What follows belongs to an exercise in optimizing a design on an open flow for a short achievable clock period and few clock cycles per item; a production flow would make more cautious choices.
Where RTL was checked, it was by simulation tests only, not by an equivalence proof against the original.
No activity file was given, so power comes from the tool's default toggle rates.

==> inputs of run a <==
Design pscc_coder, start of the top module:
module pscc_coder (
    input  wire        clk,
    input  wire        rst,
    input  wire        cmd_valid,
    input  wire [31:0] cmd,
    output wire        cmd_ready,
    output reg         rsp_valid,
    output reg  [31:0] rsp,
    output wire        flt,
    input  wire        xrd_b,
    input  wire [14:0] xrd_w,
    output wire [31:0] xrd_data
);
Settings: LEC_CHECK=0, CAP_MARGIN=20, CORE_MARGIN=2, CORE_UTILIZATION=30, SLEW_MARGIN=20, SYNTH_MEMORY_MAX_BITS=8192; clock period 15.0 ns.
run.sh (not shown) runs the stock make flow with config.mk's settings and CLKGATE_MAP_FILE= SYNTH_SCRIPT=/design/flow/synth_recipe.tcl, a recipe that flattens the netlist after the stock synthesis.
==> run b (differences from run a) <==
--- a/flow/design.v
+++ b/flow/design.v
@@ -573,18 +573,18 @@
   end
 endmodule
 module pscc_coder (
     input  wire        clk,
     input  wire        rst,
     input  wire        cmd_valid,
     input  wire [31:0] cmd,
     output wire        cmd_ready,
-    output reg         rsp_valid,
-    output reg  [31:0] rsp,
+    output wire        rsp_valid,
+    output wire [31:0] rsp,
     output wire        flt,
     input  wire        xrd_b,
     input  wire [14:0] xrd_w,
     output wire [31:0] xrd_data
 );
   localparam integer BUF_WORDS = 48;
   localparam integer NSYM      = 3 * BUF_WORDS;
   localparam [3:0] OP_RS_CLEAR    = 4'h1, OP_RS_UPDATE = 4'h2, OP_RS_READ    = 4'h3,
@@ -606,18 +606,24 @@
   reg         FAULT;
   reg [2:0]   CAUSE;
   reg [31:0]  FCMD;
   reg [1:0]   lane_ctr;    
   reg [6:0]   fe_cnt;      
   reg [4:0]   par_pos;
   reg [1:0]   par_lane;
   reg [29:0]  mem [0:2*BUF_WORDS-1];    
-  assign cmd_ready = (state == S_IDLE) && !rst;
-  assign flt       = FAULT;
+  reg         rsp_valid_r;
+  reg  [31:0] rsp_r;
+  wire        fe_go;
+  reg  [31:0] rsp_c;
+  assign cmd_ready = ((state == S_IDLE) || (state == S_EXEC && !fe_go)) && !rst;
+  assign rsp_valid = (state == S_EXEC) ? !fe_go : rsp_valid_r;
+  assign rsp       = (state == S_EXEC) ? rsp_c : rsp_r;
+  assign flt       = FAULT | ((state == S_EXEC) && (illegal || seq_err || cap_err));
   wire [3:0]  op    = cmd_q[31:28];
   wire        f_b   = cmd_q[27];
   wire        f_fl  = cmd_q[26];
   wire [15:0] f_idx = cmd_q[25:10];
   wire [9:0]  f_sym = cmd_q[9:0];
   wire [1:0]  f_lane = cmd_q[9:8];
   wire [7:0]  f_data = cmd_q[7:0];
   wire [4:0]  f_pos = cmd_q[4:0];
@@ -769,71 +775,80 @@
       end
       S_FE_SYNC: begin
         wr_en  = 1'b1;
         wr_sym = sync_sym;
       end
       default: ;
     endcase
   end
+  assign fe_go = (op == OP_FRAME_END) && !FAULT && !illegal && !seq_err && !cap_err;
+  always @(*) begin
+    rsp_c = 32'd0;
+    if (FAULT) begin
+      if (is_status) rsp_c = status_sel;
+    end else if (!(illegal || seq_err || cap_err)) begin
+      case (op)
+        OP_RS_READ:   rsp_c = {24'd0, P[f_lane][8*f_pos +: 8]};
+        OP_ENC_BYTE:  rsp_c = {22'd0, enc_sym};
+        OP_ENC_SYNC:  rsp_c = {22'd0, sync_sym};
+        OP_GET_SYM:   rsp_c = {22'd0, get_sym};
+        OP_FRAME_DATA: rsp_c = {22'd0, enc_sym};
+        OP_RD_STATUS: rsp_c = status_sel;
+        default: ;
+      endcase
+    end
+  end
   integer l;
   always @(posedge clk) begin
     if (rst) begin
       state     <= S_IDLE;
       cmd_q     <= 32'd0;
-      rsp_valid <= 1'b0;
-      rsp       <= 32'd0;
+      rsp_valid_r <= 1'b0;
+      rsp_r       <= 32'd0;
       for (l = 0; l < 3; l = l + 1) P[l] <= 256'd0;
       RD        <= 1'b0;
       CRC       <= 32'hFFFFFFFF;
       BIDX      <= 16'd0;
       SIDX      <= 16'd0;
       PHASE     <= 1'b0;
       CURBUF    <= 1'b0;
       FAULT     <= 1'b0;
       CAUSE     <= 3'd0;
       FCMD      <= 32'd0;
       lane_ctr  <= 2'd0;
       fe_cnt    <= 7'd0;
       par_pos   <= 5'd0;
       par_lane  <= 2'd0;
     end else begin
-      rsp_valid <= 1'b0;
+      rsp_valid_r <= 1'b0;
       case (state)
         S_IDLE: begin
           if (cmd_valid) begin
             cmd_q <= cmd;
             state <= S_EXEC;
           end
         end
         S_EXEC: begin
-          rsp_valid <= 1'b1;
-          rsp       <= 32'd0;
-          state     <= S_IDLE;
+          state <= S_IDLE;
+          if (cmd_valid) begin
+            cmd_q <= cmd;
+            state <= S_EXEC;
+          end
           if (FAULT) begin
-            if (is_status) rsp <= status_sel;
           end else if (illegal || seq_err || cap_err) begin
             FAULT <= 1'b1;
             CAUSE <= illegal ? CAUSE_ILLEGAL : (seq_err ? CAUSE_SEQ : CAUSE_CAP);
             FCMD  <= cmd_q;
           end else begin
             case (op)
               OP_RS_CLEAR: for (l = 0; l < 3; l = l + 1) P[l] <= 256'd0;
               OP_RS_UPDATE: P[f_lane] <= upd_out;
-              OP_RS_READ: rsp <= {24'd0, P[f_lane][8*f_pos +: 8]};
-              OP_ENC_BYTE: begin
-                RD  <= enc_rd;
-                rsp <= {22'd0, enc_sym};
-              end
-              OP_ENC_SYNC: begin
-                RD  <= ~RD;
-                rsp <= {22'd0, sync_sym};
-              end
-              OP_PUT_SYM: ;
-              OP_GET_SYM: rsp <= {22'd0, get_sym};
+              OP_ENC_BYTE: RD <= enc_rd;
+              OP_ENC_SYNC: RD <= ~RD;
               OP_FRAME_BEGIN: begin
                 for (l = 0; l < 3; l = l + 1) P[l] <= 256'd0;
                 BIDX     <= 16'd0;
                 lane_ctr <= 2'd0;
                 CRC      <= 32'hFFFFFFFF;
                 CURBUF   <= f_b;
                 PHASE    <= 1'b1;
                 if (f_fl) begin
@@ -845,24 +860,22 @@
               end
               OP_FRAME_DATA: begin
                 CRC         <= crc_next;
                 P[lane_ctr] <= upd_out;
                 RD          <= enc_rd;
                 SIDX        <= SIDX + 16'd1;
                 BIDX        <= BIDX + 16'd1;
                 lane_ctr    <= (lane_ctr == 2'd2) ? 2'd0 : lane_ctr + 2'd1;
-                rsp         <= {22'd0, enc_sym};
               end
               OP_FRAME_END: begin
-                rsp_valid <= 1'b0;
                 fe_cnt    <= 7'd0;
                 state     <= S_FE_CRC;
+                cmd_q     <= cmd_q;
               end
-              OP_RD_STATUS: rsp <= status_sel;
               default: ;
             endcase
           end
         end
         S_FE_CRC: begin
           P[lane_ctr] <= upd_out;
           RD          <= enc_rd;
           SIDX        <= SIDX + 16'd1;
@@ -886,27 +899,27 @@
           end else begin
             par_lane <= par_lane + 2'd1;
           end
           if (fe_cnt == 7'd95) begin
             if (f_fl) begin
               state <= S_FE_SYNC;
             end else begin
               PHASE     <= 1'b0;
-              rsp_valid <= 1'b1;
-              rsp       <= {16'd0, SIDX + 16'd1};
+              rsp_valid_r <= 1'b1;
+              rsp_r       <= {16'd0, SIDX + 16'd1};
               state     <= S_IDLE;
             end
           end
         end
         S_FE_SYNC: begin
           RD        <= ~RD;
           SIDX      <= SIDX + 16'd1;
           PHASE     <= 1'b0;
-          rsp_valid <= 1'b1;
-          rsp       <= {16'd0, SIDX + 16'd1};
+          rsp_valid_r <= 1'b1;
+          rsp_r       <= {16'd0, SIDX + 16'd1};
           state     <= S_IDLE;
         end
         default: state <= S_IDLE;
       endcase
     end
   end
 endmodule
Settings changed: CORE_UTILIZATION 30 to 25, SETUP_SLACK_MARGIN set to 3.
==> summary.md <==
| Metric | Value |
|---|---|
| Status | `complete, no violations` |
| Crit path required time | `12.00 ns` |
| All-Layer GR Usage | `19.2%` |
| Die X | `921 um` |
| Post-CTS Setup Bufs | `46` |
| Post-Synth Adder-Cell Area | `0.150%` |
| Global-route wire length before repair | `1180 mm` |
| TAP cells | `11200` |
| Compound-Gate Fraction of Synth Area | `8.37%` |
| Post-DP Area | `226000 um2` |
| Clock group share of total power | `40.9%` |
| Crit path from | `cmd_q[31]` |
| Fillers | `83800` |
| Core Util, Final | `28.9%` |
[end of results for run b]
==> summary.md <==
| Metric | Value |
|---|---|
| Post-Synth Adder-Cell Area | `0.158%` |
| All-Layer GR Usage | `22.3%` |
| Global-route wire length before repair | `1110 mm` |
| Most common cell after layout, fill and taps aside | `edfxtp_1` |
| Status | `complete, no violations` |
| Fillers | `64600` |
| Compound-Gate Fraction of Synth Area | `8.15%` |
| Post-CTS Setup Bufs | `0` |
| TAP cells | `8997` |
| Worst slew pin tran | `1.37 ns` |
| Clock group share of total power | `37.0%` |
| Die X | `831 um` |
| Core Util, Final | `34.2%` |
| Area share of the largest cell type after synthesis | `57.1%` |
[end of results for run a]
Testbench counts of run b, summed over its fixed seeds: cycles 39,533, bytes 6,416.
For run a, only the layout was checked, not whether the RTL still works.

[static timing again, ports no longer ideal]
The flow's constraints put no driver on any port. The routed layouts listed below were extracted and timed again, unchanged, in two steps.
Step 1 (the two cells are an assumption about what drives the block):
set clk [get_ports {clk}]
set_driving_cell -lib_cell sky130_fd_sc_hd__clkbuf_16 $clk
set_driving_cell -lib_cell sky130_fd_sc_hd__buf_2 [delete_from_list [all_inputs] $clk]
Step 2, shift: input delay + t, output delay - t, t = (earliest + latest rising clock arrival at the registers) / 2. This alone moves slack from input paths to output paths.
Slacks: ideal ports / drivers / drivers and shift; pairs: ideal ports / drivers.
| run | t, ns | setup WS [ns] | clock arrival spread, ns | worst data-port slew with drivers (ns) | cell pins on the clock port's net |
|---|---|---|---|---|---|
| run a | 1.160 | 3.462 / 3.462 / 3.462 | 0.152 / 0.151 | 0.39 | 1 |
| run b | 1.208 | 2.828 / 2.680 / 3.725 | 0.216 / 0.217 | 0.16 | 1 |
After both steps every run listed still meets setup and hold.
